What follows belongs to an exercise in optimizing a design on an open flow for small area, a short achievable clock period and few clock cycles; a production flow would make more cautious choices. Where RTL was checked, it was by simulation tests only, not by an equivalence proof against the original. Power and IR drop assume default switching activity.

==> run A <==
## rle_codec
module rle_codec (
    input  wire        clk,
    input  wire        rst,
    input  wire        in_valid,
    output wire        in_ready,
    input  wire [7:0]  in_data,
    input  wire        in_last,
    input  wire        in_mode,
    output wire        out_valid,
    input  wire        out_ready,
    output wire [7:0]  out_data,
    output wire        done,
    output wire        err,
    output wire [15:0] err_pos
);
export LEC_CHECK = 0
export CAP_MARGIN = 20
export CORE_MARGIN = 2
export CORE_UTILIZATION = 40
export PLACE_DENSITY = 0.6
export SLEW_MARGIN = 20
create_clock -name core_clock -period 6.0 [get_ports {clk}]
run.sh (not shown) runs the stock make flow with config.mk's settings and CLKGATE_MAP_FILE= SYNTH_SCRIPT=/design/flow/synth_recipe.tcl, a recipe that flattens the netlist after the stock synthesis.
==> inputs of run P, as changes to run A <==
--- a/flow/design.v
+++ b/flow/design.v
@@ -11,11 +11,11 @@
     output wire [7:0]  out_data,
     output wire        done,
     output wire        err,
     output wire [15:0] err_pos
 );
-    localparam NR = 128;
+    localparam NR = 128;        
     reg  [10:0] sq0, sq1;       
     reg         sv0, sv1;
     reg         in_rdy;
     reg  [7:0]  lastin;         
     assign in_ready = in_rdy;
@@ -128,17 +128,17 @@
             lf_cnt <= lf_cnt + {3'd0, lf_push} - {3'd0, lf_pop};
         end
     end
     reg  [7:0] rd [0:NR-1];
     reg        rm [0:NR-1];
-    reg  [7:0] tid;
-    reg  [7:0] tid1;            
+    reg  [6:0] tid;
+    reg  [6:0] tid1;            
     reg        rflush;          
     reg        scan;
-    reg  [7:0] rp;
-    reg  [7:0] nw;
-    reg  [7:0] nw1;             
+    reg  [6:0] rp;
+    reg  [6:0] nw;
+    reg  [6:0] nw1;             
     reg        at_rp;           
     reg        at_nw;           
     reg        at_nw1;          
     reg        fz;              
     wire       take;
@@ -150,11 +150,11 @@
     wire       h_flag = (wf_hk == W_LITS) && !hflag;
     wire       h_cont = (wf_hk == W_LITC) || (wf_hk == W_LITS && hflag);
     wire       wr_ok  = h_cont ? at_nw1
                       : h_flag ? (wf_cnt >= 3'd2 || !lopen)
                       : 1'b1;
-    assign ring_wr = (wf_cnt != 3'd0) && !rflush && (!tap_v || take) &&
+    assign ring_wr = (wf_cnt != 3'd0) && (!tap_v || take || rflush) &&
                      (scan || !fz) && wr_ok;
     assign wf_pop  = ring_wr && !h_flag;
     wire       w_m = h_flag || (wf_hk == W_SPEC);
     wire [7:0] w_d = h_flag ? 8'h40 : wf_hd;
     wire       recirc = tap_v && !take && !rflush;
@@ -174,11 +174,10 @@
     reg        ov;
     reg  [7:0] ob;
     reg        done_r, err_r;
     reg [15:0] errp_r;
     reg  [1:0] rs;
-    reg  [9:0] eph;
     assign out_valid = ov;
     assign out_data  = ob;
     assign done      = done_r;
     assign err       = err_r;
     assign err_pos   = errp_r;
@@ -190,25 +189,25 @@
     assign miss   = at_tap && !take && scan;
     assign lf_pop = take && t_flag;
     wire at_rp_n = !miss && (tid1 == rp);
     always @(posedge clk) begin
         if (rst) begin
-            tid    <= 8'd0;
-            tid1   <= 8'd1;
+            tid    <= 7'd0;
+            tid1   <= 7'd1;
             rflush <= 1'b1;
             scan   <= 1'b1;
-            rp     <= 8'd0;
-            nw     <= 8'd0;
-            nw1    <= 8'd1;
+            rp     <= 7'd0;
+            nw     <= 7'd0;
+            nw1    <= 7'd1;
             at_rp  <= 1'b1;
             at_nw  <= 1'b1;
             at_nw1 <= 1'b0;
             fz     <= 1'b0;
         end else begin
             tid    <= tid1;
-            tid1   <= (tid1 == NR - 1) ? 8'd0 : tid1 + 8'd1;
-            if (tid == NR - 1) rflush <= 1'b0;
+            tid1   <= tid1 + 7'd1;
+            if (tid == 7'd127) rflush <= 1'b0;
             if (ring_wr) begin
                 nw  <= tid;
                 nw1 <= tid1;
             end
             at_rp  <= at_rp_n;
@@ -233,11 +232,10 @@
             ob     <= 8'd0;
             done_r <= 1'b0;
             err_r  <= 1'b0;
             errp_r <= 16'd0;
             rs     <= R_IDLE;
-            eph    <= 10'd0;
         end else begin
             done_r <= 1'b0;
             if (can_load) ov <= 1'b0;
             if (take) begin
                 if (!tap_m) begin
@@ -256,21 +254,21 @@
                             err_r  <= 1'b0;
                             errp_r <= 16'd0;
                         end
                     end
                     R_EP1: begin
-                        eph[9:6] <= tap_d[3:0];
+                        errp_r[15:12] <= tap_d[3:0];
                         rs       <= R_EP2;
                     end
                     R_EP2: begin
-                        eph[5:0] <= tap_d[5:0];
+                        errp_r[11:6] <= tap_d[5:0];
                         rs       <= R_EP3;
                     end
                     default: begin
                         done_r <= 1'b1;
                         err_r  <= 1'b1;
-                        errp_r <= {eph, tap_d[5:0]};
+                        errp_r[5:0] <= tap_d[5:0];
                         rs     <= R_IDLE;
                     end
                     endcase
                 end
             end
@@ -282,23 +280,24 @@
     reg  [7:0] pv;              
     reg  [1:0] pk;              
     reg        inrun;           
     reg  [6:0] rcm;             
     reg  [6:0] ll;              
+    reg  [6:0] llm;             
+    reg        lo_r;            
+    reg        l126, l127;      
     reg        eflush;          
-    assign lopen = (ll != 7'd0);
+    assign lopen = lo_r;
     localparam D_FLAG = 3'd0;
     localparam D_LIT  = 3'd1;
     localparam D_REP  = 3'd2;
     localparam D_EXP  = 3'd3;   
     localparam D_END  = 3'd4;   
     localparam D_E1   = 3'd5;   
     localparam D_E2   = 3'd6;   
     localparam D_E3   = 3'd7;   
     reg  [2:0]  dst;
-    reg  [6:0]  dk;             
-    reg  [7:0]  dv;             
     reg         dlast;          
     reg         derr;           
     reg  [15:0] pos;            
     reg         pos_c;          
     reg  [15:0] fsp;            
@@ -310,11 +309,11 @@
     wire e_run   = inrun;
     wire e_rmore = inrun && eq && rcm != 7'd127;           
     wire e_trip  = !inrun && pk == 2'd2 && eq;             
     wire e_pair  = !inrun && pk == 2'd1 && eq;             
     wire e_lit   = !inrun && pk != 2'd0 && !eq;            
-    wire e_close = e_lit && (ll == 7'd127 || (pk == 2'd2 && ll == 7'd126));
+    wire e_close = e_lit && (l127 || (pk == 2'd2 && l126));
     wire e_ok    = e_run   ? (e_rmore || room2)
                  : e_trip  ? (!lopen || lroom)
                  : e_lit   ? ((pk == 2'd2 ? room2 : room1) && (!e_close || lroom))
                  : 1'b1;
     wire enc_go  = hv && !cm && !eflush && dec_in && e_ok;
@@ -326,11 +325,13 @@
                  : f_lit  ? lroom
                  : room1;
     wire fl_go   = eflush && f_ok;
     wire dec_go  = hv && cm && !eflush && dec_in && room1;
     wire dec_w   = !dec_in && room1;      
-    assign pop_in = enc_go || dec_go;
+    wire dec_ov  = hv && dst == D_EXP && rcm == 7'd1 && !dlast && room2;
+    wire d_flag  = (dec_go && dst == D_FLAG) || dec_ov;
+    assign pop_in = enc_go || dec_go || dec_ov;
     always @(*) begin
         wf_n   = 2'd0;
         wk0    = W_DATA;
         wk1    = W_DATA;
         wd0    = pv;
@@ -342,16 +343,16 @@
                 wf_n = 2'd2;
                 wd0  = {1'b1, rcm};
             end else if (f_pend) begin
                 wf_n = pk;
                 wk0  = lopen ? W_LITC : W_LITS;
-                wk1  = (ll == 7'd127) ? W_LITS : W_LITC;
+                wk1  = l127 ? W_LITS : W_LITC;
                 lf_push = 1'b1;
-                lf_val  = (ll == 7'd127 && pk == 2'd2) ? 7'd127 : ll + {5'd0, pk} - 7'd1;
+                lf_val  = (l127 && pk == 2'd2) ? 7'd127 : llm + {5'd0, pk};
             end else if (f_lit) begin
                 lf_push = 1'b1;
-                lf_val  = ll - 7'd1;
+                lf_val  = llm;
             end else begin
                 wf_n = 2'd1;
                 wk0  = W_SPEC;
                 wd0  = 8'h80;
             end
@@ -361,15 +362,15 @@
                     wf_n = 2'd2;
                     wd0  = {1'b1, rcm};
                 end
             end else if (e_trip) begin
                 lf_push = lopen;
-                lf_val  = ll - 7'd1;
+                lf_val  = llm;
             end else if (e_lit) begin
                 wf_n = pk;
                 wk0  = lopen ? W_LITC : W_LITS;
-                wk1  = (ll == 7'd127) ? W_LITS : W_LITC;
+                wk1  = l127 ? W_LITS : W_LITC;
                 lf_push = e_close;
             end
         end else if (dec_go) begin
             if (dst == D_FLAG) begin
                 if (hl) begin
@@ -385,11 +386,18 @@
                 wd0  = hd;
             end
         end else if (dec_w) begin
             wf_n = 2'd1;
             case (dst)
-            D_EXP: wd0 = dv;
+            D_EXP: begin
+                wd0 = pv;
+                if (dec_ov && hl) begin
+                    wf_n = 2'd2;
+                    wk1  = W_SPEC;
+                    wd1  = 8'h81;
+                end
+            end
             D_END: begin
                 wk0 = W_SPEC;
                 wd0 = {7'b1000000, derr};
             end
             D_E1: begin
@@ -405,41 +413,82 @@
                 wd0 = {2'b11, fsp[5:0]};
             end
             endcase
         end
     end
+    localparam L_KEEP = 3'd0;
+    localparam L_ZERO = 3'd1;
+    localparam L_ONE  = 3'd2;
+    localparam L_INC1 = 3'd3;
+    localparam L_INC2 = 3'd4;
+    reg  [2:0] lsel;
+    always @(*) begin
+        lsel = L_KEEP;
+        if (fl_go) begin
+            if (f_pend)
+                lsel = (l127 && pk == 2'd2) ? L_ONE : L_ZERO;
+            else if (f_lit)
+                lsel = L_ZERO;
+        end else if (enc_go) begin
+            if (e_trip)
+                lsel = L_ZERO;
+            else if (e_lit && pk == 2'd2)
+                lsel = l127 ? L_ONE : l126 ? L_ZERO : L_INC2;
+            else if (e_lit)
+                lsel = l127 ? L_ZERO : L_INC1;
+        end
+    end
+    wire [6:0] ll_p1 = ll + 7'd1;
+    wire [6:0] ll_p2 = ll + 7'd2;
+    wire       l125  = (ll == 7'd125);
+    wire       l124  = (ll == 7'd124);
     always @(posedge clk) begin
         if (rst) begin
             infr   <= 1'b0;
             fmode  <= 1'b0;
             pk     <= 2'd0;
             inrun  <= 1'b0;
             rcm    <= 7'd0;
             ll     <= 7'd0;
+            llm    <= 7'd127;
+            lo_r   <= 1'b0;
+            l126   <= 1'b0;
+            l127   <= 1'b0;
             eflush <= 1'b0;
             pv     <= 8'd0;
             dst    <= D_FLAG;
-            dk     <= 7'd0;
-            dv     <= 8'd0;
             dlast  <= 1'b0;
             derr   <= 1'b0;
             pos    <= 16'd0;
             pos_c  <= 1'b0;
             fsp    <= 16'd0;
         end else begin
             if (pop_in) begin
                 infr  <= !hl;
                 fmode <= cm;
             end
+            case (lsel)
+            L_ZERO: begin
+                ll <= 7'd0; llm <= 7'd127; lo_r <= 1'b0; l126 <= 1'b0; l127 <= 1'b0;
+            end
+            L_ONE: begin
+                ll <= 7'd1; llm <= 7'd0; lo_r <= 1'b1; l126 <= 1'b0; l127 <= 1'b0;
+            end
+            L_INC1: begin
+                ll <= ll_p1; llm <= ll; lo_r <= 1'b1; l126 <= l125; l127 <= l126;
+            end
+            L_INC2: begin
+                ll <= ll_p2; llm <= ll_p1; lo_r <= 1'b1; l126 <= l124; l127 <= l125;
+            end
+            default: ;
+            endcase
             if (fl_go) begin
                 if (f_rep) begin
                     inrun <= 1'b0;
                 end else if (f_pend) begin
                     pk <= 2'd0;
-                    ll <= (ll == 7'd127 && pk == 2'd2) ? 7'd1 : 7'd0;
                 end else if (f_lit) begin
-                    ll <= 7'd0;
                 end else begin
                     eflush <= 1'b0;
                 end
             end else if (enc_go) begin
                 if (hl) eflush <= 1'b1;
@@ -450,67 +499,61 @@
                         inrun <= 1'b0;
                         pv    <= hd;
                         pk    <= 2'd1;
                     end
                 end else if (e_trip) begin
-                    ll    <= 7'd0;
                     inrun <= 1'b1;
                     rcm   <= 7'd2;
                     pk    <= 2'd0;
                 end else if (e_pair) begin
                     pk <= 2'd2;
                 end else begin
-                    if (pk == 2'd2)
-                        ll <= (ll == 7'd127) ? 7'd1 : (ll == 7'd126) ? 7'd0 : ll + 7'd2;
-                    else if (pk == 2'd1)
-                        ll <= (ll == 7'd127) ? 7'd0 : ll + 7'd1;
                     pv <= hd;
                     pk <= 2'd1;
                 end
-            end else if (dec_go) begin
+            end else if (dec_go || dec_ov) begin
                 if (hl) begin
                     pos   <= 16'd0;
                     pos_c <= 1'b0;
                 end else begin
                     pos[7:0] <= pos[7:0] + 8'd1;
                     if (pos_c) pos[15:8] <= pos[15:8] + 8'd1;
                     pos_c <= (pos[7:0] == 8'hfe);
                 end
-                case (dst)
-                D_FLAG: begin
+                if (d_flag) begin
                     fsp <= pos;
-                    dk  <= hd[6:0];
+                    rcm <= hd[6:0];
                     if (hl) begin
                         dst <= D_E1;
                     end else begin
                         dst <= hd[7] ? D_REP : D_LIT;
                     end
-                end
+                end else case (dst)
                 D_REP: begin
-                    dv    <= hd;
+                    pv    <= hd;
                     dlast <= hl;
                     derr  <= 1'b0;
-                    if (dk != 7'd0)
+                    if (rcm != 7'd0)
                         dst <= D_EXP;
                     else
                         dst <= hl ? D_END : D_FLAG;
                 end
                 default: begin  
-                    dk <= dk - 7'd1;
+                    rcm <= rcm - 7'd1;
                     if (hl) begin
-                        derr <= (dk != 7'd0);
+                        derr <= (rcm != 7'd0);
                         dst  <= D_END;
-                    end else if (dk == 7'd0) begin
+                    end else if (rcm == 7'd0) begin
                         dst <= D_FLAG;
                     end
                 end
                 endcase
             end else if (dec_w) begin
                 case (dst)
                 D_EXP: begin
-                    dk <= dk - 7'd1;
-                    if (dk == 7'd1) dst <= dlast ? D_END : D_FLAG;
+                    rcm <= rcm - 7'd1;
+                    if (rcm == 7'd1) dst <= dlast ? D_END : D_FLAG;
                 end
                 D_END: dst <= derr ? D_E1 : D_FLAG;
                 D_E1:  dst <= D_E2;
                 D_E2:  dst <= D_E3;
                 default: dst <= D_FLAG;
CTS_BUF_LIST = sky130_fd_sc_hd__clkbuf_8   (was unset)
CTS_CLUSTER_DIAMETER = 60   (was unset)
CTS_CLUSTER_SIZE = 18   (was unset)
SETUP_SLACK_MARGIN = 3.4   (was unset)
==> inputs of run F, as changes to run A <==
--- a/flow/design.v
+++ b/flow/design.v
@@ -11,11 +11,11 @@
     output wire [7:0]  out_data,
     output wire        done,
     output wire        err,
     output wire [15:0] err_pos
 );
-    localparam NR = 128;
+    localparam NR = 128;        
     reg  [10:0] sq0, sq1;       
     reg         sv0, sv1;
     reg         in_rdy;
     reg  [7:0]  lastin;         
     assign in_ready = in_rdy;
@@ -128,17 +128,17 @@
             lf_cnt <= lf_cnt + {3'd0, lf_push} - {3'd0, lf_pop};
         end
     end
     reg  [7:0] rd [0:NR-1];
     reg        rm [0:NR-1];
-    reg  [7:0] tid;
-    reg  [7:0] tid1;            
+    reg  [6:0] tid;
+    reg  [6:0] tid1;            
     reg        rflush;          
     reg        scan;
-    reg  [7:0] rp;
-    reg  [7:0] nw;
-    reg  [7:0] nw1;             
+    reg  [6:0] rp;
+    reg  [6:0] nw;
+    reg  [6:0] nw1;             
     reg        at_rp;           
     reg        at_nw;           
     reg        at_nw1;          
     reg        fz;              
     wire       take;
@@ -150,11 +150,11 @@
     wire       h_flag = (wf_hk == W_LITS) && !hflag;
     wire       h_cont = (wf_hk == W_LITC) || (wf_hk == W_LITS && hflag);
     wire       wr_ok  = h_cont ? at_nw1
                       : h_flag ? (wf_cnt >= 3'd2 || !lopen)
                       : 1'b1;
-    assign ring_wr = (wf_cnt != 3'd0) && !rflush && (!tap_v || take) &&
+    assign ring_wr = (wf_cnt != 3'd0) && (!tap_v || take || rflush) &&
                      (scan || !fz) && wr_ok;
     assign wf_pop  = ring_wr && !h_flag;
     wire       w_m = h_flag || (wf_hk == W_SPEC);
     wire [7:0] w_d = h_flag ? 8'h40 : wf_hd;
     wire       recirc = tap_v && !take && !rflush;
@@ -174,11 +174,10 @@
     reg        ov;
     reg  [7:0] ob;
     reg        done_r, err_r;
     reg [15:0] errp_r;
     reg  [1:0] rs;
-    reg  [9:0] eph;
     assign out_valid = ov;
     assign out_data  = ob;
     assign done      = done_r;
     assign err       = err_r;
     assign err_pos   = errp_r;
@@ -190,25 +189,25 @@
     assign miss   = at_tap && !take && scan;
     assign lf_pop = take && t_flag;
     wire at_rp_n = !miss && (tid1 == rp);
     always @(posedge clk) begin
         if (rst) begin
-            tid    <= 8'd0;
-            tid1   <= 8'd1;
+            tid    <= 7'd0;
+            tid1   <= 7'd1;
             rflush <= 1'b1;
             scan   <= 1'b1;
-            rp     <= 8'd0;
-            nw     <= 8'd0;
-            nw1    <= 8'd1;
+            rp     <= 7'd0;
+            nw     <= 7'd0;
+            nw1    <= 7'd1;
             at_rp  <= 1'b1;
             at_nw  <= 1'b1;
             at_nw1 <= 1'b0;
             fz     <= 1'b0;
         end else begin
             tid    <= tid1;
-            tid1   <= (tid1 == NR - 1) ? 8'd0 : tid1 + 8'd1;
-            if (tid == NR - 1) rflush <= 1'b0;
+            tid1   <= tid1 + 7'd1;
+            if (tid == 7'd127) rflush <= 1'b0;
             if (ring_wr) begin
                 nw  <= tid;
                 nw1 <= tid1;
             end
             at_rp  <= at_rp_n;
@@ -233,11 +232,10 @@
             ob     <= 8'd0;
             done_r <= 1'b0;
             err_r  <= 1'b0;
             errp_r <= 16'd0;
             rs     <= R_IDLE;
-            eph    <= 10'd0;
         end else begin
             done_r <= 1'b0;
             if (can_load) ov <= 1'b0;
             if (take) begin
                 if (!tap_m) begin
@@ -256,21 +254,21 @@
                             err_r  <= 1'b0;
                             errp_r <= 16'd0;
                         end
                     end
                     R_EP1: begin
-                        eph[9:6] <= tap_d[3:0];
+                        errp_r[15:12] <= tap_d[3:0];
                         rs       <= R_EP2;
                     end
                     R_EP2: begin
-                        eph[5:0] <= tap_d[5:0];
+                        errp_r[11:6] <= tap_d[5:0];
                         rs       <= R_EP3;
                     end
                     default: begin
                         done_r <= 1'b1;
                         err_r  <= 1'b1;
-                        errp_r <= {eph, tap_d[5:0]};
+                        errp_r[5:0] <= tap_d[5:0];
                         rs     <= R_IDLE;
                     end
                     endcase
                 end
             end
@@ -282,23 +280,25 @@
     reg  [7:0] pv;              
     reg  [1:0] pk;              
     reg        inrun;           
     reg  [6:0] rcm;             
     reg  [6:0] ll;              
+    reg  [6:0] llm;             
+    reg        lo_r;            
+    reg        l126, l127;      
+    reg  [6:0] ll_n;            
     reg        eflush;          
-    assign lopen = (ll != 7'd0);
+    assign lopen = lo_r;
     localparam D_FLAG = 3'd0;
     localparam D_LIT  = 3'd1;
     localparam D_REP  = 3'd2;
     localparam D_EXP  = 3'd3;   
     localparam D_END  = 3'd4;   
     localparam D_E1   = 3'd5;   
     localparam D_E2   = 3'd6;   
     localparam D_E3   = 3'd7;   
     reg  [2:0]  dst;
-    reg  [6:0]  dk;             
-    reg  [7:0]  dv;             
     reg         dlast;          
     reg         derr;           
     reg  [15:0] pos;            
     reg         pos_c;          
     reg  [15:0] fsp;            
@@ -310,11 +310,11 @@
     wire e_run   = inrun;
     wire e_rmore = inrun && eq && rcm != 7'd127;           
     wire e_trip  = !inrun && pk == 2'd2 && eq;             
     wire e_pair  = !inrun && pk == 2'd1 && eq;             
     wire e_lit   = !inrun && pk != 2'd0 && !eq;            
-    wire e_close = e_lit && (ll == 7'd127 || (pk == 2'd2 && ll == 7'd126));
+    wire e_close = e_lit && (l127 || (pk == 2'd2 && l126));
     wire e_ok    = e_run   ? (e_rmore || room2)
                  : e_trip  ? (!lopen || lroom)
                  : e_lit   ? ((pk == 2'd2 ? room2 : room1) && (!e_close || lroom))
                  : 1'b1;
     wire enc_go  = hv && !cm && !eflush && dec_in && e_ok;
@@ -342,16 +342,16 @@
                 wf_n = 2'd2;
                 wd0  = {1'b1, rcm};
             end else if (f_pend) begin
                 wf_n = pk;
                 wk0  = lopen ? W_LITC : W_LITS;
-                wk1  = (ll == 7'd127) ? W_LITS : W_LITC;
+                wk1  = l127 ? W_LITS : W_LITC;
                 lf_push = 1'b1;
-                lf_val  = (ll == 7'd127 && pk == 2'd2) ? 7'd127 : ll + {5'd0, pk} - 7'd1;
+                lf_val  = (l127 && pk == 2'd2) ? 7'd127 : llm + {5'd0, pk};
             end else if (f_lit) begin
                 lf_push = 1'b1;
-                lf_val  = ll - 7'd1;
+                lf_val  = llm;
             end else begin
                 wf_n = 2'd1;
                 wk0  = W_SPEC;
                 wd0  = 8'h80;
             end
@@ -361,15 +361,15 @@
                     wf_n = 2'd2;
                     wd0  = {1'b1, rcm};
                 end
             end else if (e_trip) begin
                 lf_push = lopen;
-                lf_val  = ll - 7'd1;
+                lf_val  = llm;
             end else if (e_lit) begin
                 wf_n = pk;
                 wk0  = lopen ? W_LITC : W_LITS;
-                wk1  = (ll == 7'd127) ? W_LITS : W_LITC;
+                wk1  = l127 ? W_LITS : W_LITC;
                 lf_push = e_close;
             end
         end else if (dec_go) begin
             if (dst == D_FLAG) begin
                 if (hl) begin
@@ -385,11 +385,11 @@
                 wd0  = hd;
             end
         end else if (dec_w) begin
             wf_n = 2'd1;
             case (dst)
-            D_EXP: wd0 = dv;
+            D_EXP: wd0 = pv;
             D_END: begin
                 wk0 = W_SPEC;
                 wd0 = {7'b1000000, derr};
             end
             D_E1: begin
@@ -405,41 +405,62 @@
                 wd0 = {2'b11, fsp[5:0]};
             end
             endcase
         end
     end
+    always @(*) begin
+        ll_n = ll;
+        if (fl_go) begin
+            if (f_pend)
+                ll_n = (l127 && pk == 2'd2) ? 7'd1 : 7'd0;
+            else if (f_lit)
+                ll_n = 7'd0;
+        end else if (enc_go) begin
+            if (e_trip)
+                ll_n = 7'd0;
+            else if (e_lit && pk == 2'd2)
+                ll_n = l127 ? 7'd1 : l126 ? 7'd0 : ll + 7'd2;
+            else if (e_lit)
+                ll_n = l127 ? 7'd0 : ll + 7'd1;
+        end
+    end
     always @(posedge clk) begin
         if (rst) begin
             infr   <= 1'b0;
             fmode  <= 1'b0;
             pk     <= 2'd0;
             inrun  <= 1'b0;
             rcm    <= 7'd0;
             ll     <= 7'd0;
+            llm    <= 7'd127;
+            lo_r   <= 1'b0;
+            l126   <= 1'b0;
+            l127   <= 1'b0;
             eflush <= 1'b0;
             pv     <= 8'd0;
             dst    <= D_FLAG;
-            dk     <= 7'd0;
-            dv     <= 8'd0;
             dlast  <= 1'b0;
             derr   <= 1'b0;
             pos    <= 16'd0;
             pos_c  <= 1'b0;
             fsp    <= 16'd0;
         end else begin
             if (pop_in) begin
                 infr  <= !hl;
                 fmode <= cm;
             end
+            ll   <= ll_n;
+            llm  <= ll_n - 7'd1;
+            lo_r <= (ll_n != 7'd0);
+            l126 <= (ll_n == 7'd126);
+            l127 <= (ll_n == 7'd127);
             if (fl_go) begin
                 if (f_rep) begin
                     inrun <= 1'b0;
                 end else if (f_pend) begin
                     pk <= 2'd0;
-                    ll <= (ll == 7'd127 && pk == 2'd2) ? 7'd1 : 7'd0;
                 end else if (f_lit) begin
-                    ll <= 7'd0;
                 end else begin
                     eflush <= 1'b0;
                 end
             end else if (enc_go) begin
                 if (hl) eflush <= 1'b1;
@@ -450,21 +471,16 @@
                         inrun <= 1'b0;
                         pv    <= hd;
                         pk    <= 2'd1;
                     end
                 end else if (e_trip) begin
-                    ll    <= 7'd0;
                     inrun <= 1'b1;
                     rcm   <= 7'd2;
                     pk    <= 2'd0;
                 end else if (e_pair) begin
                     pk <= 2'd2;
                 end else begin
-                    if (pk == 2'd2)
-                        ll <= (ll == 7'd127) ? 7'd1 : (ll == 7'd126) ? 7'd0 : ll + 7'd2;
-                    else if (pk == 2'd1)
-                        ll <= (ll == 7'd127) ? 7'd0 : ll + 7'd1;
                     pv <= hd;
                     pk <= 2'd1;
                 end
             end else if (dec_go) begin
                 if (hl) begin
@@ -476,41 +492,41 @@
                     pos_c <= (pos[7:0] == 8'hfe);
                 end
                 case (dst)
                 D_FLAG: begin
                     fsp <= pos;
-                    dk  <= hd[6:0];
+                    rcm  <= hd[6:0];
                     if (hl) begin
                         dst <= D_E1;
                     end else begin
                         dst <= hd[7] ? D_REP : D_LIT;
                     end
                 end
                 D_REP: begin
-                    dv    <= hd;
+                    pv    <= hd;
                     dlast <= hl;
                     derr  <= 1'b0;
-                    if (dk != 7'd0)
+                    if (rcm != 7'd0)
                         dst <= D_EXP;
                     else
                         dst <= hl ? D_END : D_FLAG;
                 end
                 default: begin  
-                    dk <= dk - 7'd1;
+                    rcm <= rcm - 7'd1;
                     if (hl) begin
-                        derr <= (dk != 7'd0);
+                        derr <= (rcm != 7'd0);
                         dst  <= D_END;
-                    end else if (dk == 7'd0) begin
+                    end else if (rcm == 7'd0) begin
                         dst <= D_FLAG;
                     end
                 end
                 endcase
             end else if (dec_w) begin
                 case (dst)
                 D_EXP: begin
-                    dk <= dk - 7'd1;
-                    if (dk == 7'd1) dst <= dlast ? D_END : D_FLAG;
+                    rcm <= rcm - 7'd1;
+                    if (rcm == 7'd1) dst <= dlast ? D_END : D_FLAG;
                 end
                 D_END: dst <= derr ? D_E1 : D_FLAG;
                 D_E1:  dst <= D_E2;
                 D_E2:  dst <= D_E3;
                 default: dst <= D_FLAG;
CTS_BUF_LIST = sky130_fd_sc_hd__clkbuf_16   (was unset)
CTS_CLUSTER_DIAMETER = 100   (was unset)
CTS_CLUSTER_SIZE = 30   (was unset)
SETUP_SLACK_MARGIN = 3.4   (was unset)
==> inputs of run C, as changes to run A <==
ABC_CLOCK_PERIOD_IN_PS = 2500   (was unset)
SETUP_SLACK_MARGIN = 3.0   (was unset)
==> qor summary <==
quantity                                                                      run P      run C      run F      run A
Run status                                                 timing/DRC/antenna clean  timing/DRC/antenna clean  timing/DRC/antenna clean  timing/DRC/antenna clean
Area share of the largest cell type after synthesis                          69.63%     70.28%     70.28%     70.28%
Maximum number of pins on one net before global-route repair                     88        101         87         92
Total met3 wirelength after detailed routing                                3422 µm    2966 µm    2497 µm    3129 µm
Leakage power of the design                                                17.09 nW   17.52 nW   16.70 nW   17.09 nW
Final instance count without filler cells                                      4166       4164       4000       4102
Number of global-route vias before repair                                     19170      19440      18130      18920
Simple-gate share of the synthesized area                                    6.637%     5.770%     5.961%     5.770%
Path depth of the worst reg2reg path                                             12         10         13          9
Worst-path clk slew                                                         0.10 ns    0.06 ns    0.12 ns    0.06 ns
Internal power summed over all cells                                       13.78 mW   15.63 mW   13.69 mW   15.65 mW
Cell area after technology mapping                                        38010 µm²  38230 µm²  37660 µm²  38230 µm²
Worst-margin pin slew                                                      1.128 ns  0.9904 ns  0.9750 ns   1.010 ns
Number of violations reported at the end of detailed-routing iteration 0       1136       1131       1108       1083
Critical Path RT                                                            6.59 ns    6.44 ns    6.50 ns    6.31 ns
Final weighted congestion of routability-driven global placement             0.8232     0.8157     0.8073     0.8137
Die area                                                                  97500 µm²  98060 µm²  96610 µm²  98060 µm²
Sw Pwr                                                                     4.211 mW   4.463 mW   3.856 mW   4.424 mW
GRT Util Overall                                                             13.07%     12.70%     12.31%     12.68%
Post-CTS setup repair buffer count                                              101         43         84          0
Sequential share of cell area                                                67.61%     66.48%     69.06%     68.32%
Total stage count of the critical path                                           12         10         13          9
Testbench counts of run A, summed over its fixed seeds: cycles 142,203.
Testbench counts of run C, summed over its fixed seeds: cycles 142,203.
For run P and run F, only the layout was checked, not whether the RTL still works.

==> port drivers added, routing unchanged <==
The flow's constraints put no driver on any port. The routed layouts listed below were extracted and timed again, unchanged, in two steps.
Step 1 assumes that a clkbuf_16 drives the clock port and a buf_2 every other input.
Step 2 adds t to the input delays and takes it off the output delays; t is the mean of the earliest and latest rising clock arrival at the registers after step 1. Input paths then give back, and output paths get back, about the clock's delay inside the block.
Slacks: ideal / step 1 / step 2; pairs: ideal / step 1.
run | shift t [ns] | setup WS [ns] | worst setup path at the end
run A | 0.772 | 1.513 / 1.513 / 1.466 | input to register
run P | 0.797 | 2.865 / 2.865 / 2.273 | input to register
run F | 0.717 | 2.862 / 2.862 / 2.431 | input to register
run C | 0.759 | 2.999 / 2.999 / 2.298 | input to register
After both steps every run listed still meets setup and hold. The setup slack of run C, which loses most, moves by 0.000 ns with the drivers and by -0.701 ns with both steps.
